This is an optimization exercise on Yosys and OpenROAD, whose aim is small area, a short achievable clock period and few clock cycles per item, not a production implementation.
Only simulation tests tie the RTL to the original design; equivalence was not proved.
Power is estimated from default activity; no workload was simulated.

<file path="design/flow/config.mk">
export PLATFORM = sky130hd
export DESIGN_NAME = hp82240_rx
export DESIGN_NICKNAME = hp82240_rx
export VERILOG_FILES = /design/flow/design.v
export SDC_FILE = /design/flow/constraint.sdc
export NUM_CORES = 4
export LEC_CHECK = 0
export CAP_MARGIN = 20
export CORE_MARGIN = 2
export CORE_UTILIZATION = 45
export CTS_BUF_LIST = sky130_fd_sc_hd__clkbuf_16 sky130_fd_sc_hd__clkbuf_8
export CTS_CLUSTER_DIAMETER = 80
export CTS_CLUSTER_SIZE = 30
export PLACE_DENSITY = 0.6
export SLEW_MARGIN = 20
export SYNTH_MEMORY_MAX_BITS = 65536
export TNS_END_PERCENT = 10
</file>
<file path="design/flow/constraint.sdc">
create_clock -name core_clock -period 10.0 [get_ports {clk}]
set_input_delay 2.0000 -clock core_clock [delete_from_list [all_inputs] [get_ports {clk}]]
set_output_delay 2.0000 -clock core_clock [all_outputs]
set_load 0.01 [all_outputs]
</file>
<file path="design/flow/design.v">
module hp82240_rx (
    input  wire        clk,
    input  wire        rst,         
    input  wire        in_valid,
    input  wire [7:0]  in_byte,
    output wire        in_ready,
    output wire        out_valid,
    output wire [1:0]  out_kind,    
    output wire [15:0] out_data,
    output wire        out_last
);
    localparam PAGE_W = 166;
    localparam [1:0] M_TEXT = 2'd0, M_ESC = 2'd1, M_GFX = 2'd2;
    localparam [1:0] K_COL = 2'd0, K_CHAR = 2'd1, K_WARN = 2'd2;
    localparam [2:0] E_IDLE = 3'd0,    
                     E_CHAR = 3'd1,    
                     E_GFX  = 3'd2,    
                     E_GFX2 = 3'd3,    
                     E_WAIT = 3'd4;    
    localparam [1:0] C_IDLE = 2'd0, C_CHAR = 2'd1, C_GFX = 2'd2;
    localparam [1:0] O_IDLE = 2'd0, O_TXT = 2'd1, O_COL = 2'd2, O_WARN = 2'd3;
    function [15:0] code_point(input [8:0] a);
        case (a)
            9'h07f: code_point = 16'h2592;
            9'h080: code_point = 16'h0391;
            9'h081: code_point = 16'h0392;
            9'h082: code_point = 16'h0393;
            9'h083: code_point = 16'h0394;
            9'h084: code_point = 16'h0395;
            9'h085: code_point = 16'h0396;
            9'h086: code_point = 16'h0397;
            9'h087: code_point = 16'h0398;
            9'h088: code_point = 16'h0399;
            9'h089: code_point = 16'h039a;
            9'h08a: code_point = 16'h039b;
            9'h08b: code_point = 16'h039c;
            9'h08c: code_point = 16'h039d;
            9'h08d: code_point = 16'h039e;
            9'h08e: code_point = 16'h039f;
            9'h08f: code_point = 16'h03a0;
            9'h090: code_point = 16'h03a1;
            9'h091: code_point = 16'h03a3;
            9'h092: code_point = 16'h03a4;
            9'h093: code_point = 16'h03a5;
            9'h094: code_point = 16'h03a6;
            9'h095: code_point = 16'h03a7;
            9'h096: code_point = 16'h03a8;
            9'h097: code_point = 16'h03a9;
            9'h098: code_point = 16'h03b1;
            9'h099: code_point = 16'h03b2;
            9'h09a: code_point = 16'h03b3;
            9'h09b: code_point = 16'h03b4;
            9'h09c: code_point = 16'h03b5;
            9'h09d: code_point = 16'h03b6;
            9'h09e: code_point = 16'h03b7;
            9'h09f: code_point = 16'h03b8;
            9'h0a4: code_point = 16'h20ac;
            9'h0ff: code_point = 16'h25a0;
            9'h17f: code_point = 16'h25b6;
            9'h180: code_point = 16'h2200;
            9'h181: code_point = 16'h2202;
            9'h182: code_point = 16'h2203;
            9'h183: code_point = 16'h2205;
            9'h184: code_point = 16'h2207;
            9'h185: code_point = 16'h2208;
            9'h186: code_point = 16'h2209;
            9'h187: code_point = 16'h220f;
            9'h188: code_point = 16'h2211;
            9'h189: code_point = 16'h2212;
            9'h18a: code_point = 16'h221a;
            9'h18b: code_point = 16'h221e;
            9'h18c: code_point = 16'h2227;
            9'h18d: code_point = 16'h2228;
            9'h18e: code_point = 16'h2229;
            9'h18f: code_point = 16'h222a;
            9'h190: code_point = 16'h222b;
            9'h191: code_point = 16'h2234;
            9'h192: code_point = 16'h2248;
            9'h193: code_point = 16'h2260;
            9'h194: code_point = 16'h2261;
            9'h195: code_point = 16'h2264;
            9'h196: code_point = 16'h2265;
            9'h197: code_point = 16'h2282;
            9'h198: code_point = 16'h2283;
            9'h199: code_point = 16'h2286;
            9'h19a: code_point = 16'h2287;
            9'h19b: code_point = 16'h22a5;
            9'h19c: code_point = 16'h2190;
            9'h19d: code_point = 16'h2191;
            9'h19e: code_point = 16'h2192;
            9'h19f: code_point = 16'h2193;
            9'h1a0: code_point = 16'h2500;
            9'h1a1: code_point = 16'h2502;
            9'h1a2: code_point = 16'h250c;
            9'h1a3: code_point = 16'h2510;
            9'h1a4: code_point = 16'h2514;
            9'h1a5: code_point = 16'h2518;
            9'h1a6: code_point = 16'h251c;
            9'h1a7: code_point = 16'h2524;
            9'h1a8: code_point = 16'h252c;
            9'h1a9: code_point = 16'h2534;
            9'h1aa: code_point = 16'h253c;
            9'h1ab: code_point = 16'h2550;
            9'h1ac: code_point = 16'h2551;
            9'h1ad: code_point = 16'h2554;
            9'h1ae: code_point = 16'h2557;
            9'h1af: code_point = 16'h255a;
            9'h1b0: code_point = 16'h255d;
            9'h1b1: code_point = 16'h2580;
            9'h1b2: code_point = 16'h2584;
            9'h1b3: code_point = 16'h2588;
            9'h1b4: code_point = 16'h258c;
            9'h1b5: code_point = 16'h2590;
            9'h1b6: code_point = 16'h2591;
            9'h1b7: code_point = 16'h2592;
            9'h1b8: code_point = 16'h2593;
            9'h1b9: code_point = 16'h25a0;
            9'h1ba: code_point = 16'h25b2;
            9'h1bb: code_point = 16'h25bc;
            9'h1bc: code_point = 16'h25c6;
            9'h1bd: code_point = 16'h25cb;
            9'h1be: code_point = 16'h25cf;
            9'h1bf: code_point = 16'h2665;
            9'h1c1: code_point = 16'h01c1;
            9'h1c2: code_point = 16'h00c4;
            9'h1c3: code_point = 16'h01c3;
            9'h1c5: code_point = 16'h01c5;
            9'h1c7: code_point = 16'h01c7;
            9'h1c9: code_point = 16'h01c9;
            9'h1cb: code_point = 16'h01cb;
            9'h1cd: code_point = 16'h01cd;
            9'h1cf: code_point = 16'h01cf;
            9'h1d1: code_point = 16'h01d1;
            9'h1d3: code_point = 16'h01d3;
            9'h1d5: code_point = 16'h01d5;
            9'h1d7: code_point = 16'h01d7;
            9'h1d9: code_point = 16'h01d9;
            9'h1db: code_point = 16'h01db;
            9'h1dd: code_point = 16'h01dd;
            9'h1df: code_point = 16'h01df;
            9'h1e1: code_point = 16'h01e1;
            9'h1e3: code_point = 16'h01e3;
            9'h1e5: code_point = 16'h01e5;
            9'h1e7: code_point = 16'h01e7;
            9'h1e9: code_point = 16'h01e9;
            9'h1eb: code_point = 16'h01eb;
            9'h1ed: code_point = 16'h01ed;
            9'h1ef: code_point = 16'h01ef;
            9'h1f1: code_point = 16'h01f1;
            9'h1f3: code_point = 16'h01f3;
            9'h1f5: code_point = 16'h01f5;
            9'h1f7: code_point = 16'h01f7;
            9'h1f9: code_point = 16'h01f9;
            9'h1fb: code_point = 16'h01fb;
            9'h1fd: code_point = 16'h01fd;
            9'h1ff: code_point = 16'h24a0;
            default: code_point = {8'h00, a[7:0]};
        endcase
    endfunction
    function [34:0] glyph(input [8:0] a);
        case (a)
            9'h000: glyph = 35'h14f72ef0c;
            9'h001: glyph = 35'h149939b58;
            9'h002: glyph = 35'h33da04c9f;
            9'h003: glyph = 35'h46bc02018;
            9'h004: glyph = 35'h46c3314d2;
            9'h005: glyph = 35'h6ccd8f403;
            9'h006: glyph = 35'h1dfcfc45f;
            9'h007: glyph = 35'h6f9c58ece;
            9'h008: glyph = 35'h57d17678c;
            9'h009: glyph = 35'h5817d7c07;
            9'h00a: glyph = 35'h3c3fd0888;
            9'h00b: glyph = 35'h2affdcefa;
            9'h00c: glyph = 35'h23bbf1f54;
            9'h00d: glyph = 35'h44ac4500e;
            9'h00e: glyph = 35'h4cf7ec016;
            9'h00f: glyph = 35'h42d846e27;
            9'h010: glyph = 35'h45998d006;
            9'h011: glyph = 35'h5b4a0ae85;
            9'h012: glyph = 35'h4801c7045;
            9'h013: glyph = 35'h44a439b22;
            9'h014: glyph = 35'h1a023f140;
            9'h015: glyph = 35'h0a255b517;
            9'h016: glyph = 35'h6db0cbf90;
            9'h017: glyph = 35'h7b5b6a377;
            9'h018: glyph = 35'h3e0eed7dc;
            9'h019: glyph = 35'h7ef35e231;
            9'h01a: glyph = 35'h37df673b4;
            9'h01b: glyph = 35'h75728f572;
            9'h01c: glyph = 35'h0d5797a77;
            9'h01d: glyph = 35'h20f04947f;
            9'h01e: glyph = 35'h62e70f22d;
            9'h01f: glyph = 35'h7ce34de1e;
            9'h021: glyph = 35'h23f31eeed;
            9'h022: glyph = 35'h1fd34c7ed;
            9'h023: glyph = 35'h699c30237;
            9'h024: glyph = 35'h1d245cc48;
            9'h025: glyph = 35'h5b7b7ab59;
            9'h026: glyph = 35'h65d295c27;
            9'h027: glyph = 35'h095a408cd;
            9'h028: glyph = 35'h23316ce7c;
            9'h029: glyph = 35'h520594598;
            9'h02a: glyph = 35'h1fa954e98;
            9'h02b: glyph = 35'h3ef9acc2c;
            9'h02c: glyph = 35'h1c7d2d106;
            9'h02d: glyph = 35'h632d6b3c6;
            9'h02e: glyph = 35'h398bbfe6d;
            9'h02f: glyph = 35'h44cfe3250;
            9'h030: glyph = 35'h52054a3f1;
            9'h031: glyph = 35'h2c07dcbbf;
            9'h032: glyph = 35'h5f34fe712;
            9'h033: glyph = 35'h16b3501f5;
            9'h034: glyph = 35'h523c7738b;
            9'h035: glyph = 35'h072ae439f;
            9'h036: glyph = 35'h7cd942933;
            9'h037: glyph = 35'h71ff6df96;
            9'h038: glyph = 35'h681e60edd;
            9'h039: glyph = 35'h11b56f141;
            9'h03a: glyph = 35'h3d35bc13b;
            9'h03b: glyph = 35'h518aa12f0;
            9'h03c: glyph = 35'h1f21ba3b6;
            9'h03d: glyph = 35'h26396cb42;
            9'h03e: glyph = 35'h0e7ea0dd7;
            9'h03f: glyph = 35'h72ac600ff;
            9'h040: glyph = 35'h443e37fa1;
            9'h041: glyph = 35'h61d1ce6fe;
            9'h042: glyph = 35'h1a6d1ccf3;
            9'h043: glyph = 35'h4f411ef7f;
            9'h044: glyph = 35'h63ec7d0e9;
            9'h045: glyph = 35'h201283a10;
            9'h046: glyph = 35'h4f395dc3a;
            9'h047: glyph = 35'h259a444eb;
            9'h048: glyph = 35'h48244659b;
            9'h049: glyph = 35'h7d1a75b55;
            9'h04a: glyph = 35'h579a9b999;
            9'h04b: glyph = 35'h709244700;
            9'h04c: glyph = 35'h7e5c3ab82;
            9'h04d: glyph = 35'h547d9c069;
            9'h04e: glyph = 35'h1ec8f83bd;
            9'h04f: glyph = 35'h6c8495cba;
            9'h050: glyph = 35'h52900f12c;
            9'h051: glyph = 35'h4352eff28;
            9'h052: glyph = 35'h527daf80f;
            9'h053: glyph = 35'h14459cad5;
            9'h054: glyph = 35'h503472463;
            9'h055: glyph = 35'h243448e2e;
            9'h056: glyph = 35'h5deeef53e;
            9'h057: glyph = 35'h252ccf7cc;
            9'h058: glyph = 35'h444315234;
            9'h059: glyph = 35'h1438ac356;
            9'h05a: glyph = 35'h6cd7e3834;
            9'h05b: glyph = 35'h1b149e9dc;
            9'h05c: glyph = 35'h3930aa9ea;
            9'h05d: glyph = 35'h6ff8013bd;
            9'h05e: glyph = 35'h6b6cbdf9e;
            9'h05f: glyph = 35'h315474681;
            9'h060: glyph = 35'h7dfadb893;
            9'h061: glyph = 35'h508d3d63e;
            9'h062: glyph = 35'h0666ae9e8;
            9'h063: glyph = 35'h65c2c9477;
            9'h064: glyph = 35'h1a145ad79;
            9'h065: glyph = 35'h158c440f7;
            9'h066: glyph = 35'h28ffeb43e;
            9'h067: glyph = 35'h71b90b939;
            9'h068: glyph = 35'h5c78d9529;
            9'h069: glyph = 35'h570e16942;
            9'h06a: glyph = 35'h7eed9bc8b;
            9'h06b: glyph = 35'h520fa3a04;
            9'h06c: glyph = 35'h519d05e6f;
            9'h06d: glyph = 35'h75ac9453c;
            9'h06e: glyph = 35'h7467f21fc;
            9'h06f: glyph = 35'h431a0bed4;
            9'h070: glyph = 35'h437c956d6;
            9'h071: glyph = 35'h0a7ebab41;
            9'h072: glyph = 35'h35262217d;
            9'h073: glyph = 35'h42b8a8c65;
            9'h074: glyph = 35'h3f8c32cab;
            9'h075: glyph = 35'h711c7116c;
            9'h076: glyph = 35'h2f6455939;
            9'h077: glyph = 35'h093cf0832;
            9'h078: glyph = 35'h10c78edfa;
            9'h079: glyph = 35'h479cacc9b;
            9'h07a: glyph = 35'h0cd9c071e;
            9'h07b: glyph = 35'h15815b978;
            9'h07c: glyph = 35'h44a15480f;
            9'h07d: glyph = 35'h689b59468;
            9'h07e: glyph = 35'h38b8949d6;
            9'h07f: glyph = 35'h21db484b3;
            9'h080: glyph = 35'h25153ca75;
            9'h081: glyph = 35'h6f2b6be2f;
            9'h082: glyph = 35'h61c001ecd;
            9'h083: glyph = 35'h2b253719f;
            9'h084: glyph = 35'h409df61f9;
            9'h085: glyph = 35'h39e4cff0e;
            9'h086: glyph = 35'h712432431;
            9'h087: glyph = 35'h6db68e537;
            9'h088: glyph = 35'h612b2dca7;
            9'h089: glyph = 35'h62e476edf;
            9'h08a: glyph = 35'h159c597ec;
            9'h08b: glyph = 35'h6469be5b8;
            9'h08c: glyph = 35'h133d968cb;
            9'h08d: glyph = 35'h46be4c1bf;
            9'h08e: glyph = 35'h3964a97ab;
            9'h08f: glyph = 35'h4b923989e;
            9'h090: glyph = 35'h23c6d9470;
            9'h091: glyph = 35'h018d48e8a;
            9'h092: glyph = 35'h09305225a;
            9'h093: glyph = 35'h200a70524;
            9'h094: glyph = 35'h1d45acce4;
            9'h095: glyph = 35'h6ee558bdb;
            9'h096: glyph = 35'h703b7d525;
            9'h097: glyph = 35'h1d2bd5048;
            9'h098: glyph = 35'h4da9c2131;
            9'h099: glyph = 35'h2ae36ce90;
            9'h09a: glyph = 35'h1b3b66e77;
            9'h09b: glyph = 35'h3fcad4044;
            9'h09c: glyph = 35'h3e71c7ea3;
            9'h09d: glyph = 35'h111b70d42;
            9'h09e: glyph = 35'h76662cbfd;
            9'h09f: glyph = 35'h4140dfb15;
            9'h0a0: glyph = 35'h3d91673c8;
            9'h0a1: glyph = 35'h3ea659dd0;
            9'h0a2: glyph = 35'h2c7b12ba3;
            9'h0a3: glyph = 35'h2168606f6;
            9'h0a4: glyph = 35'h568356e6a;
            9'h0a5: glyph = 35'h0e1e17655;
            9'h0a6: glyph = 35'h2baa3ec14;
            9'h0a7: glyph = 35'h1996d0965;
            9'h0a8: glyph = 35'h553f47b96;
            9'h0a9: glyph = 35'h1d9996c2c;
            9'h0aa: glyph = 35'h1daedcabe;
            9'h0ab: glyph = 35'h26a49889c;
            9'h0ac: glyph = 35'h453de0b17;
            9'h0ad: glyph = 35'h47aec76f2;
            9'h0ae: glyph = 35'h6fc3265cb;
            9'h0af: glyph = 35'h03e92eb18;
            9'h0b0: glyph = 35'h7472de9fb;
            9'h0b1: glyph = 35'h27789aa83;
            9'h0b2: glyph = 35'h4c9a43b27;
            9'h0b3: glyph = 35'h2d3cff614;
            9'h0b4: glyph = 35'h6c5aec50c;
            9'h0b5: glyph = 35'h1b8f03e7a;
            9'h0b6: glyph = 35'h21706a900;
            9'h0b7: glyph = 35'h61f97900e;
            9'h0b8: glyph = 35'h79edb6cd7;
            9'h0b9: glyph = 35'h3d06ec834;
            9'h0ba: glyph = 35'h1afcc6d40;
            9'h0bb: glyph = 35'h18f513f40;
            9'h0bc: glyph = 35'h29a1f0d28;
            9'h0bd: glyph = 35'h697a4bdcd;
            9'h0be: glyph = 35'h23758a594;
            9'h0bf: glyph = 35'h118932927;
            9'h0c0: glyph = 35'h466d4b50a;
            9'h0c1: glyph = 35'h3d020b521;
            9'h0c2: glyph = 35'h6893e10e8;
            9'h0c3: glyph = 35'h468a4d3fe;
            9'h0c4: glyph = 35'h5dca712ca;
            9'h0c5: glyph = 35'h13361e4cc;
            9'h0c6: glyph = 35'h548e04be8;
            9'h0c7: glyph = 35'h7555d25c3;
            9'h0c8: glyph = 35'h39b31b374;
            9'h0c9: glyph = 35'h082d76229;
            9'h0ca: glyph = 35'h14211d5ff;
            9'h0cb: glyph = 35'h17be36430;
            9'h0cc: glyph = 35'h689df05d4;
            9'h0cd: glyph = 35'h7881fe355;
            9'h0ce: glyph = 35'h14815cbda;
            9'h0cf: glyph = 35'h6b20e3542;
            9'h0d0: glyph = 35'h347ea56f5;
            9'h0d1: glyph = 35'h7e44abe2c;
            9'h0d2: glyph = 35'h7f65f6c65;
            9'h0d3: glyph = 35'h6b5049fb4;
            9'h0d4: glyph = 35'h2ad3e95a4;
            9'h0d5: glyph = 35'h78176a949;
            9'h0d6: glyph = 35'h4307114cb;
            9'h0d7: glyph = 35'h54a9dc884;
            9'h0d8: glyph = 35'h16916d06d;
            9'h0d9: glyph = 35'h000d2f989;
            9'h0da: glyph = 35'h0a1fe447a;
            9'h0db: glyph = 35'h22000b6ec;
            9'h0dc: glyph = 35'h0331df39c;
            9'h0dd: glyph = 35'h72bde2688;
            9'h0de: glyph = 35'h41e2a179c;
            9'h0df: glyph = 35'h11ae44f69;
            9'h0e0: glyph = 35'h3ea8f0ebc;
            9'h0e1: glyph = 35'h6c4078522;
            9'h0e2: glyph = 35'h130c74d9e;
            9'h0e3: glyph = 35'h1c8cf9936;
            9'h0e4: glyph = 35'h537350f1b;
            9'h0e5: glyph = 35'h482ee4b72;
            9'h0e6: glyph = 35'h6dd58c3ab;
            9'h0e7: glyph = 35'h00f5979d0;
            9'h0e8: glyph = 35'h0e86ac2c3;
            9'h0e9: glyph = 35'h23a214fd6;
            9'h0ea: glyph = 35'h7bf31f8b0;
            9'h0eb: glyph = 35'h39b893774;
            9'h0ec: glyph = 35'h7a5dbd780;
            9'h0ed: glyph = 35'h5931f47e8;
            9'h0ee: glyph = 35'h299f549d9;
            9'h0ef: glyph = 35'h03375779b;
            9'h0f0: glyph = 35'h64ea29c60;
            9'h0f1: glyph = 35'h05f378984;
            9'h0f2: glyph = 35'h238f67512;
            9'h0f3: glyph = 35'h594254084;
            9'h0f4: glyph = 35'h58aaa7e2d;
            9'h0f5: glyph = 35'h047e90bc8;
            9'h0f6: glyph = 35'h54fd79887;
            9'h0f7: glyph = 35'h7837038a9;
            9'h0f8: glyph = 35'h2294e0bf4;
            9'h0f9: glyph = 35'h72f02a38e;
            9'h0fa: glyph = 35'h699ecb323;
            9'h0fb: glyph = 35'h5cebc65c8;
            9'h0fc: glyph = 35'h4d218f200;
            9'h0fd: glyph = 35'h2bdc38773;
            9'h0fe: glyph = 35'h4eb17e193;
            9'h0ff: glyph = 35'h41b61adda;
            9'h180: glyph = 35'h27445405f;
            9'h181: glyph = 35'h4b5da8cd3;
            9'h182: glyph = 35'h2fe6c62c3;
            9'h183: glyph = 35'h22706161e;
            9'h184: glyph = 35'h397bee3db;
            9'h185: glyph = 35'h2d086ea49;
            9'h186: glyph = 35'h777ad93de;
            9'h187: glyph = 35'h3c721858e;
            9'h188: glyph = 35'h52ba06a01;
            9'h189: glyph = 35'h6ef773533;
            9'h18a: glyph = 35'h5324e33d2;
            9'h18b: glyph = 35'h0b95ac267;
            9'h18c: glyph = 35'h7d7d4821d;
            9'h18d: glyph = 35'h6ac0ae4ab;
            9'h18e: glyph = 35'h2f1b11fc9;
            9'h18f: glyph = 35'h4b2c8b1a5;
            9'h190: glyph = 35'h05b7739ba;
            9'h191: glyph = 35'h3c7f08d8d;
            9'h192: glyph = 35'h361895630;
            9'h193: glyph = 35'h771721984;
            9'h194: glyph = 35'h77e327ea5;
            9'h195: glyph = 35'h41c87a6f7;
            9'h196: glyph = 35'h5553a74b2;
            9'h197: glyph = 35'h4ca6e617f;
            9'h198: glyph = 35'h1ef815eea;
            9'h199: glyph = 35'h15b5e8543;
            9'h19a: glyph = 35'h39816b9bc;
            9'h19b: glyph = 35'h46b440d53;
            9'h19c: glyph = 35'h0870f88d5;
            9'h19d: glyph = 35'h14dd51f8e;
            9'h19e: glyph = 35'h4bde143fa;
            9'h19f: glyph = 35'h219ca83fc;
            9'h1a0: glyph = 35'h7f41789f1;
            9'h1a1: glyph = 35'h5a5998c34;
            9'h1a2: glyph = 35'h3a20d8f58;
            9'h1a3: glyph = 35'h58328cbb6;
            9'h1a4: glyph = 35'h10e248f8b;
            9'h1a5: glyph = 35'h42c0b40d0;
            9'h1a6: glyph = 35'h7081e3b82;
            9'h1a7: glyph = 35'h28d15ca7c;
            9'h1a8: glyph = 35'h064f1a9af;
            9'h1a9: glyph = 35'h692b9133f;
            9'h1aa: glyph = 35'h1ab660663;
            9'h1ab: glyph = 35'h0d4f8858b;
            9'h1ac: glyph = 35'h6ffa984a9;
            9'h1ad: glyph = 35'h2a322791d;
            9'h1ae: glyph = 35'h24f888da8;
            9'h1af: glyph = 35'h43047e3df;
            9'h1b0: glyph = 35'h15e276f04;
            9'h1b1: glyph = 35'h23ed58946;
            9'h1b2: glyph = 35'h3a0388ebd;
            9'h1b3: glyph = 35'h45c8aeb34;
            9'h1b4: glyph = 35'h057b6170e;
            9'h1b5: glyph = 35'h2ef123956;
            9'h1b6: glyph = 35'h47078e8ce;
            9'h1b7: glyph = 35'h50f588105;
            9'h1b8: glyph = 35'h0bbd0ca50;
            9'h1b9: glyph = 35'h685a69ea8;
            9'h1ba: glyph = 35'h78c3c98c6;
            9'h1bb: glyph = 35'h60617ec0f;
            9'h1bc: glyph = 35'h321e27719;
            9'h1bd: glyph = 35'h2dbf2b0d9;
            9'h1be: glyph = 35'h396c6fd52;
            9'h1bf: glyph = 35'h3163fd24e;
            9'h1c0: glyph = 35'h479c62b74;
            9'h1c1: glyph = 35'h183648445;
            9'h1c2: glyph = 35'h35baa945e;
            9'h1c3: glyph = 35'h3ed77b8fe;
            9'h1c4: glyph = 35'h56aa6942c;
            9'h1c5: glyph = 35'h0759bcf87;
            9'h1c6: glyph = 35'h5ae6abb95;
            9'h1c7: glyph = 35'h44116061a;
            9'h1c8: glyph = 35'h2b43f014e;
            9'h1c9: glyph = 35'h1440728fc;
            9'h1ca: glyph = 35'h52a9a7164;
            9'h1cb: glyph = 35'h3fe8200df;
            9'h1cc: glyph = 35'h51dba5f25;
            9'h1cd: glyph = 35'h1b82585c0;
            9'h1ce: glyph = 35'h0937c5378;
            9'h1cf: glyph = 35'h6bbb30e49;
            9'h1d0: glyph = 35'h156f3bcbf;
            9'h1d1: glyph = 35'h3a386bcaf;
            9'h1d2: glyph = 35'h2d4a39fba;
            9'h1d3: glyph = 35'h435afb414;
            9'h1d4: glyph = 35'h03735c7e6;
            9'h1d5: glyph = 35'h4bfa843e5;
            9'h1d6: glyph = 35'h281d3b4d9;
            9'h1d7: glyph = 35'h0422e993b;
            9'h1d8: glyph = 35'h67e1c0da7;
            9'h1d9: glyph = 35'h6bdfab0bd;
            9'h1da: glyph = 35'h2765ecfbf;
            9'h1db: glyph = 35'h2aeb7837b;
            9'h1dc: glyph = 35'h4c2f17d4d;
            9'h1dd: glyph = 35'h767fbf954;
            9'h1de: glyph = 35'h165a88f19;
            9'h1df: glyph = 35'h700a11850;
            9'h1e0: glyph = 35'h005906466;
            9'h1e1: glyph = 35'h07f3bb385;
            9'h1e2: glyph = 35'h21b43b153;
            9'h1e3: glyph = 35'h545925df6;
            9'h1e4: glyph = 35'h0dd2470bc;
            9'h1e5: glyph = 35'h7cd38166e;
            9'h1e6: glyph = 35'h33ad35399;
            9'h1e7: glyph = 35'h102e27ae8;
            9'h1e8: glyph = 35'h3f96870dc;
            9'h1e9: glyph = 35'h6e34136e9;
            9'h1ea: glyph = 35'h79faa7456;
            9'h1eb: glyph = 35'h21657f3e3;
            9'h1ec: glyph = 35'h241a71192;
            9'h1ed: glyph = 35'h3cb350a93;
            9'h1ee: glyph = 35'h5fd4bf137;
            9'h1ef: glyph = 35'h4250a7063;
            9'h1f0: glyph = 35'h065bc2269;
            9'h1f1: glyph = 35'h0164368c8;
            9'h1f2: glyph = 35'h10f4ac8a8;
            9'h1f3: glyph = 35'h71ce075a4;
            9'h1f4: glyph = 35'h72cb1d02e;
            9'h1f5: glyph = 35'h18e2ac6a3;
            9'h1f6: glyph = 35'h7a92a18d4;
            9'h1f7: glyph = 35'h68330e9a1;
            9'h1f8: glyph = 35'h33643a96d;
            9'h1f9: glyph = 35'h1e43aba02;
            9'h1fa: glyph = 35'h4767cdea9;
            9'h1fb: glyph = 35'h245635297;
            9'h1fc: glyph = 35'h579fc1bf2;
            9'h1fd: glyph = 35'h6f21179ff;
            9'h1fe: glyph = 35'h63a663951;
            9'h1ff: glyph = 35'h6090e5602;
            default: glyph = 35'h0;
        endcase
    endfunction
    reg        rst_r;
    always @(posedge clk) rst_r <= rst;
    reg        ib_full, ib2_full;
    reg [7:0]  ib_b, ib2_b;
    wire       consume;
    assign in_ready = ~ib2_full;
    wire       take = in_valid & ~ib2_full;
    always @(posedge clk) begin
        if (rst) begin
            ib_full  <= 1'b0;
            ib2_full <= 1'b0;
        end else if (consume) begin
            ib_full  <= ib2_full | take;
            ib2_full <= 1'b0;
        end else if (take) begin
            ib_full  <= 1'b1;
            ib2_full <= ib_full;
        end
        if (consume ? !ib2_full : !ib_full) ib_b <= in_byte;
        else if (consume)                   ib_b <= ib2_b;
        if (take) ib2_b <= in_byte;
    end
    reg [1:0]  mode;
    reg [7:0]  rem;
    reg        dw, ul, alt;
    reg [7:0]  col;
    reg [7:0]  ext;                 
    reg [8:0]  tbuf [0:23];         
    reg [4:0]  tlen;
    reg [2:0]  es;
    reg [7:0]  cb;                  
    reg [2:0]  ph;                  
    reg        dup;                 
    reg        j_warn, j_flush;     
    reg [1:0]  cont;                
    reg        st_active, st_init, st_chars, st_after;
    reg [7:0]  st_i;
    reg [4:0]  st_row;
    reg        we_p, wg_p;
    reg [7:0]  wcol_p, wd_p;
    reg [2:0]  wph_p;
    reg [20:0] whi_r;               
    reg [7:0]  wlo_r;               
    reg [7:0]  wd_r;
    reg [1:0]  os;
    reg        o_last;              
    reg [7:0]  idx;
    reg [4:0]  tlen_o;
    reg [7:0]  ext_o;
    reg        ow2;                 
    reg [7:0]  owinfo;              
    function [9:0] st_op(input [7:0] n);
        case (n)
            8'd0:  st_op = {2'd0, 8'h48};   
            8'd1:  st_op = {2'd0, 8'h50};   
            8'd2:  st_op = {2'd0, 8'h38};   
            8'd3:  st_op = {2'd0, 8'h32};   
            8'd4:  st_op = {2'd0, 8'h32};   
            8'd5:  st_op = {2'd0, 8'h34};   
            8'd6:  st_op = {2'd0, 8'h30};   
            8'd7:  st_op = {2'd0, 8'h42};   
            8'd8:  st_op = {2'd2, 8'h00};
            8'd9:  st_op = {2'd2, 8'h00};
            8'd10: st_op = {2'd0, 8'h42};   
            8'd11: st_op = {2'd0, 8'h41};   
            8'd12: st_op = {2'd0, 8'h54};   
            8'd13: st_op = {2'd0, 8'h3A};   
            8'd14: st_op = {2'd1, 8'h7F};   
            8'd15: st_op = {2'd1, 8'h41};
            8'd16: st_op = {2'd1, 8'h5D};
            8'd17: st_op = {2'd1, 8'h5D};
            8'd18: st_op = {2'd1, 8'h5D};
            8'd19: st_op = {2'd1, 8'h41};
            8'd20: st_op = {2'd1, 8'h41};
            8'd21: st_op = {2'd1, 8'h41};
            8'd22: st_op = {2'd1, 8'h7F};
            8'd23: st_op = {2'd1, 8'h1C};
            8'd24: st_op = {2'd2, 8'h00};
            8'd25: st_op = {2'd2, 8'h00};
            default: st_op = {2'd3, 8'h00};
        endcase
    endfunction
    wire [7:0]  pad_v    = ul ? 8'h80 : 8'h00;
    reg  [34:0] g_r;
    always @(posedge clk) g_r <= glyph({alt & cb[7], cb});
    wire [6:0]  glyph_c  = (wph_p == 3'd1) ? g_r[6:0]   :
                           (wph_p == 3'd2) ? g_r[13:7]  :
                           (wph_p == 3'd3) ? g_r[20:14] :
                           (wph_p == 3'd4) ? g_r[27:21] :
                           (wph_p == 3'd5) ? g_r[34:28] : 7'h00;
    wire [9:0]  op       = st_op(st_i);
    wire        col_full = (col == PAGE_W);
    wire        o_free   = (os == O_IDLE) || (os == O_WARN) || o_last;
    wire        blk      = (os == O_TXT);
    wire        hand_warn  = (es == E_WAIT) && j_warn && o_free && !rst_r;
    wire        hand_flush = (es == E_WAIT) && !j_warn && j_flush && o_free && !we_p &&
                             !rst_r;
    wire        ch_done  = (ph == 3'd6 && (!dw || dup)) || col == PAGE_W - 1;
    wire        chain    = ib_full && !st_active && mode == M_TEXT &&
                           ib_b != 8'h1B && ib_b != 8'h0A && ib_b != 8'h04 &&
                           (dw ? (col <= PAGE_W - 13) : (col <= PAGE_W - 7));
    assign consume = ((es == E_IDLE) && !st_active && ib_full &&
                      !(mode == M_GFX && !col_full && blk)) ||
                     ((es == E_CHAR) && !blk && ch_done && chain);
    wire        fits = (col == 8'd0) || (dw ? (col <= PAGE_W - 12) : (col <= PAGE_W - 6));
    reg        tb_we;
    reg [4:0]  tb_a;
    reg [8:0]  tb_d;
    always @(posedge clk) begin
        tb_a <= tlen;
        tb_d <= {alt, cb};
        if (tb_we) tbuf[tb_a] <= tb_d;
    end
    reg  [8*PAGE_W-1:0] pg;
    wire [7:0]          page [0:PAGE_W-1];
    genvar c;
    generate
        for (c = 0; c < PAGE_W; c = c + 1) begin : g_page
            always @(posedge clk)
                if (whi_r[c / 8] && wlo_r[c % 8]) pg[8*c +: 8] <= wd_r;
            assign page[c] = pg[8*c +: 8];
        end
    endgenerate
    integer k;
    always @(posedge clk) begin
        for (k = 0; k < 21; k = k + 1)
            whi_r[k] <= we_p && (wcol_p[7:3] == k);
        for (k = 0; k < 8; k = k + 1)
            wlo_r[k] <= (wcol_p[2:0] == k);
        wd_r <= wg_p ? {wd_p[7], glyph_c} : wd_p;
    end
    always @(posedge clk) begin
        if (rst_r) begin
            mode      <= M_TEXT;
            rem       <= 8'd0;
            dw        <= 1'b0;
            ul        <= 1'b0;
            alt       <= 1'b0;
            col       <= 8'd0;
            ext       <= 8'd0;
            tlen      <= 5'd0;
            es        <= E_IDLE;
            j_warn    <= 1'b0;
            j_flush   <= 1'b0;
            cont      <= C_IDLE;
            st_active <= 1'b0;
            st_init   <= 1'b0;
            st_chars  <= 1'b0;
            st_after  <= 1'b0;
            st_i      <= 8'd0;
            st_row    <= 5'd0;
            we_p      <= 1'b0;
            tb_we     <= 1'b0;
        end else begin
            we_p <= 1'b0;
            tb_we <= 1'b0;
            case (es)
            E_IDLE: begin
                if (st_active) begin
                    if (st_init) begin
                        st_init <= 1'b0;
                        j_flush <= 1'b1;
                        cont    <= C_IDLE;
                        es      <= E_WAIT;
                    end else if (st_chars) begin
                        if (st_after) begin
                            st_after <= 1'b0;
                            if (st_i == 8'd222) begin
                                st_chars <= 1'b0;
                                st_i     <= 8'd0;
                            end else begin
                                st_i <= st_i + 8'd1;
                            end
                            if (st_row == 5'd23) begin
                                st_row  <= 5'd0;
                                j_flush <= 1'b1;
                                cont    <= C_IDLE;
                                es      <= E_WAIT;
                            end else begin
                                st_row <= st_row + 5'd1;
                            end
                        end else begin
                            st_after <= 1'b1;
                            cb       <= (st_i == 8'd0) ? 8'h5F : st_i + 8'd32;
                            dup      <= 1'b0;
                            if (fits) begin
                                ph <= (col == 8'd0) ? 3'd1 : 3'd0;
                                es <= E_CHAR;
                            end else begin
                                ph      <= 3'd1;
                                j_flush <= 1'b1;
                                cont    <= C_CHAR;
                                es      <= E_WAIT;
                            end
                        end
                    end else begin
                        case (op[9:8])
                        2'd0: begin
                            st_i <= st_i + 8'd1;
                            cb   <= op[7:0];
                            dup  <= 1'b0;
                            if (fits) begin
                                ph <= (col == 8'd0) ? 3'd1 : 3'd0;
                                es <= E_CHAR;
                            end else begin
                                ph      <= 3'd1;
                                j_flush <= 1'b1;
                                cont    <= C_CHAR;
                                es      <= E_WAIT;
                            end
                        end
                        2'd1: if (!blk) begin
                            st_i <= st_i + 8'd1;
                            if (!col_full) begin
                                we_p   <= 1'b1;
                                wg_p   <= 1'b0;
                                wcol_p <= col;
                                wd_p   <= op[7:0];
                                col    <= col + 8'd1;
                                if (col == ext) ext <= ext + 8'd1;
                            end
                        end
                        2'd2: begin
                            st_i    <= st_i + 8'd1;
                            j_flush <= 1'b1;
                            cont    <= C_IDLE;
                            es      <= E_WAIT;
                        end
                        default: begin
                            st_i      <= 8'd0;
                            st_active <= 1'b0;
                        end
                        endcase
                    end
                end else if (ib_full) begin
                    cb <= ib_b;
                    case (mode)
                    M_TEXT: begin
                        if (ib_b == 8'h1B) begin
                            mode <= M_ESC;
                        end else if (ib_b == 8'h0A || ib_b == 8'h04) begin
                            j_flush <= 1'b1;
                            cont    <= C_IDLE;
                            es      <= E_WAIT;
                        end else begin
                            dup <= 1'b0;
                            if (fits) begin
                                ph <= (col == 8'd0) ? 3'd1 : 3'd0;
                                es <= E_CHAR;
                            end else begin
                                ph      <= 3'd1;
                                j_flush <= 1'b1;
                                cont    <= C_CHAR;
                                es      <= E_WAIT;
                            end
                        end
                    end
                    M_ESC: begin
                        mode <= M_TEXT;
                        case (ib_b)
                        8'hFF, 8'hFE: begin             
                            dw   <= 1'b0;
                            ul   <= 1'b0;
                            alt  <= 1'b0;
                            rem  <= 8'd0;
                            tlen <= 5'd0;
                            col  <= 8'd0;
                            if (ib_b == 8'hFE) begin
                                st_active <= 1'b1;
                                st_init   <= 1'b1;
                                st_chars  <= 1'b1;
                                st_i      <= 8'd0;
                                st_row    <= 5'd0;
                                st_after  <= 1'b0;
                            end
                        end
                        8'hFD: dw  <= 1'b1;
                        8'hFC: dw  <= 1'b0;
                        8'hFB: ul  <= 1'b1;
                        8'hFA: ul  <= 1'b0;
                        8'hF9: alt <= 1'b1;
                        8'hF8: alt <= 1'b0;
                        default: begin                  
                            rem <= ib_b;
                            if (ib_b != 8'd0) mode <= M_GFX;
                            if (ib_b == 8'd0 || ib_b > PAGE_W) begin
                                j_warn  <= 1'b1;
                                ow2     <= 1'b0;
                                owinfo  <= ib_b;
                                cont    <= C_IDLE;
                                es      <= E_WAIT;
                            end
                        end
                        endcase
                    end
                    default: begin                      
                        if (col_full) begin
                            j_warn  <= 1'b1;
                            ow2     <= 1'b1;
                            owinfo  <= rem;
                            j_flush <= 1'b1;
                            cont    <= C_GFX;
                            es      <= E_WAIT;
                        end else if (!blk) begin
                            we_p   <= 1'b1;
                            wg_p   <= 1'b0;
                            wcol_p <= col;
                            wd_p   <= ib_b | pad_v;
                            col    <= col + 8'd1;
                            if (col == ext) ext <= ext + 8'd1;
                            if (dw) begin
                                es <= E_GFX2;
                            end else begin
                                rem <= rem - 8'd1;
                                if (rem == 8'd1) mode <= M_TEXT;
                            end
                        end
                    end
                    endcase
                end
            end
            E_CHAR: if (!blk) begin
                we_p   <= 1'b1;
                wg_p   <= 1'b1;
                wph_p  <= ph;
                wcol_p <= col;
                wd_p   <= pad_v;
                col    <= col + 8'd1;
                if (col == ext) ext <= ext + 8'd1;
                if (ch_done) begin
                    tb_we      <= 1'b1;
                    tlen       <= tlen + 5'd1;
                    dup        <= 1'b0;
                    if (chain) begin
                        cb <= ib_b;
                        ph <= 3'd0;
                    end else begin
                        es <= E_IDLE;
                    end
                end else if (dw && !dup) begin
                    dup <= 1'b1;
                end else begin
                    dup <= 1'b0;
                    ph  <= ph + 3'd1;
                end
            end
            E_GFX, E_GFX2: if (!blk) begin
                if (!col_full) begin
                    we_p   <= 1'b1;
                    wg_p   <= 1'b0;
                    wcol_p <= col;
                    wd_p   <= cb | pad_v;
                    col    <= col + 8'd1;
                    if (col == ext) ext <= ext + 8'd1;
                end
                if (es == E_GFX && dw) begin
                    es <= E_GFX2;
                end else begin
                    rem <= rem - 8'd1;
                    if (rem == 8'd1) mode <= M_TEXT;
                    es <= E_IDLE;
                end
            end
            E_WAIT: begin
                if (hand_warn) begin
                    j_warn <= 1'b0;
                end
                if (hand_flush) begin
                    j_flush <= 1'b0;
                    col     <= 8'd0;
                    ext     <= 8'd0;
                    tlen    <= 5'd0;
                end
                if ((hand_warn && !j_flush) || hand_flush) begin
                    case (cont)
                    C_CHAR:  es <= E_CHAR;
                    C_GFX:   es <= E_GFX;
                    default: es <= E_IDLE;
                    endcase
                end
            end
            default: es <= E_IDLE;
            endcase
        end
    end
    always @(posedge clk) begin
        if (rst) begin
            os     <= O_IDLE;
            o_last <= 1'b0;
        end else if (hand_flush) begin
            os     <= (tlen != 5'd0) ? O_TXT : O_COL;
            o_last <= 1'b0;
            idx    <= 8'd0;
            tlen_o <= tlen;
            ext_o  <= ext;
        end else if (hand_warn) begin
            os     <= O_WARN;
            o_last <= 1'b0;
        end else begin
            o_last <= (os == O_COL) && (idx == PAGE_W - 2);
            case (os)
            O_TXT: begin
                if (idx[4:0] == tlen_o - 5'd1) begin
                    idx <= 8'd0;
                    os  <= O_COL;
                end else begin
                    idx <= idx + 8'd1;
                end
            end
            O_COL: begin
                if (o_last) os  <= O_IDLE;
                else        idx <= idx + 8'd1;
            end
            O_WARN: os <= O_IDLE;
            default: ;
            endcase
        end
    end
    reg        v1, l1, z1;
    reg [1:0]  k1;
    reg [7:0]  c1;
    reg [8:0]  t1;
    always @(posedge clk) begin
        if (rst) v1 <= 1'b0;
        else     v1 <= (os != O_IDLE);
        k1 <= (os == O_TXT) ? K_CHAR : (os == O_WARN) ? K_WARN : K_COL;
        l1 <= o_last;
        z1 <= !(idx < ext_o);                       
        c1 <= page[idx];
        t1 <= (os == O_WARN) ? {ow2, owinfo} : tbuf[idx[4:0]];
    end
    reg        ov, ol;
    reg [1:0]  okd;
    reg [15:0] od;
    always @(posedge clk) begin
        if (rst) ov <= 1'b0;
        else     ov <= v1;
        okd <= k1;
        ol  <= l1;
        od  <= (k1 == K_CHAR) ? code_point(t1) :
               (k1 == K_WARN) ? {6'd0, t1[8], ~t1[8], t1[7:0]} :
               {8'h00, z1 ? 8'h00 : c1};
    end
    assign out_valid = ov;
    assign out_kind  = okd;
    assign out_data  = od;
    assign out_last  = ol;
endmodule
</file>
<file path="design/flow/flow/run.sh">
#!/bin/bash
set -euo pipefail
W="$(cd "$(dirname "${BASH_SOURCE[0]}")/.." && pwd)"
cd "$W"
rm -rf "$W/scripts"
cp -r "$FLOW_HOME/scripts" "$W/scripts"
cp "$W/flow/abc_speed.script" "$W/scripts/abc_speed.script"
export SCRIPTS_DIR="$W/scripts"
export ADDER_MAP_FILE=
export SETUP_SLACK_MARGIN=6.6
bash "$W/standard.sh" > "$W/standard.log" 2>&1
</file>
<file path="design/flow/flow/abc_speed.script">
strash
dc2
dc2
dc2
dch -f
map -a
mfs2
strash
dch -f
map -a
mfs2
map -a
topo
stime -c
buffer -c
upsize -c
dnsize -c
</file>
<file path="design/flow/standard.sh">
#!/bin/bash
# synth_recipe.tcl (not shown) runs the flow's synth.tcl, then flattens the netlist and writes it again
# the make line also repeats each setting of config.mk as NAME=value (left out here)
make -C /OpenROAD-flow-scripts/flow DESIGN_CONFIG=/design/flow/config.mk WORK_HOME=/design/flow/orfs CLKGATE_MAP_FILE= SYNTH_SCRIPT=/design/flow/synth_recipe.tcl "${@:-finish}"
</file>
==> impl_metrics.tcl <==
set metrics [dict create \
    syn_area_sq_um 81500 \
    core.rowCount 156 \
    cts_buffer_depth 3 \
    ios 32 \
    overflow 8 \
    cts-buffers-inserted 94 \
    initial_core_util 0.452 \
    post-place-ws_ps 4650 \
    numPlacedInstances 9631 \
    error_line "[ERROR GRT-0232] Routing congestion too high. Check the congestion heatmap in the GUI." \
    ys_warn_count 1 \
    syn_area_per_cell_sq_um 11.3 \
    synth_cell_types 75 \
    netlist_instances 7185 \
    ctsHoldBuffers 0 \
    grt_max_degree 105 \
    seq_area_frac_synth 0.647 \
    cts.htree.levels 3 \
    synthArstFlopShare 0 \
    gp_congestion 1.20 \
    ys_ff_latch 1826 \
    die_width_microns 430 \
    fp.dieH_microns 430 \
    haltStage "global routing" \
    clk_root_buffer_cell "clkbuf_16" \
    clock-sinks 1826 \
    outcome "stopped before the end" \
    ys.flop_type "edfxtp_1" \
    portBuffers 27 \
    synth_edf_count 1622 \
    grt_use_total 0.670 \
    dp_hpwl_microns 397000 \
]
power groups by stage:
stage          registers [W]  logic (W)  clock network [W]
2_1_floorplan        0.00905    0.00149                  0
3_3_place_gp         0.00913    0.00431                  0
3_5_place_dp         0.00914    0.00420                  0
4_1_cts              0.00896    0.00447            0.00473
cell families after synthesis:
logic type,Yosys count,synth area share
AND/OR/NAND/NOR,2407,0.128
AO/OA/AOI/OAI,1980,0.177
flip-flops,1826,0.647
buffers and inverters,953,0.0449
multiplexers,10,0.00137
XOR/XNOR,8,0.000859
other,1,0.0000460
Yosys cell counts (25+ instances only):
library cell | count | area share
inv_1 | 536 | 0.025
a22oi_1 | 87 | 0.0080
buf_1 | 43 | 0.0020
a22o_1 | 36 | 0.0039
a21oi_1 | 359 | 0.022
a31oi_1 | 96 | 0.0074
clkbuf_1 | 281 | 0.013
nor3_1 | 153 | 0.0094
inv_2 | 31 | 0.0014
edfxtp_1 | 1622 | 0.60
o221ai_1 | 77 | 0.0083
o211ai_1 | 63 | 0.0058
buf_2 | 28 | 0.0017
nand2_1 | 514 | 0.024
nor4_1 | 126 | 0.0097
nand3_1 | 311 | 0.019
nor2_1 | 1128 | 0.052
a32o_1 | 400 | 0.049
o311ai_0 | 55 | 0.0059
nand4_1 | 111 | 0.0085
o22ai_1 | 59 | 0.0045
a32oi_1 | 45 | 0.0048
a221oi_1 | 140 | 0.015
o21ai_0 | 390 | 0.024
a211oi_1 | 25 | 0.0023
nor2_2 | 26 | 0.0020
a2111oi_0 | 27 | 0.0029
dfxtp_1 | 204 | 0.050
metrics by stage:
step           total power [W]  area, sq um
3_5_place_dp            0.0133        87200
2_1_floorplan           0.0105        81600
4_1_cts                 0.0182        94400
3_3_place_gp            0.0134        87000
repair_timing:
item | 4_1_cts
gates cloned | 5
gates resized for setup | 625
setup endpoints to repair | 106
buffers inserted | 118
pin swaps | 50
how the worst max path moves through the flow:
| stage | cells after the start | slack [ps] | end |
|---|---|---|---|
| global placement | 13 | 4540 | c1[6] |
| CTS | 12 | 6380 | g_r[9] |
| detailed placement | 12 | 4650 | c1[3] |
| floorplan | 5 | 6710 | idx[0] |
metal layers:
metal	GRT overflow	global-route usage
met1	0	0.682
met2	6	0.839
met3	0	0.498
met4	2	0.649
met5	0	0.251
Testbench counts, summed over its fixed seeds: cycles 69,954, bytes 6,856.
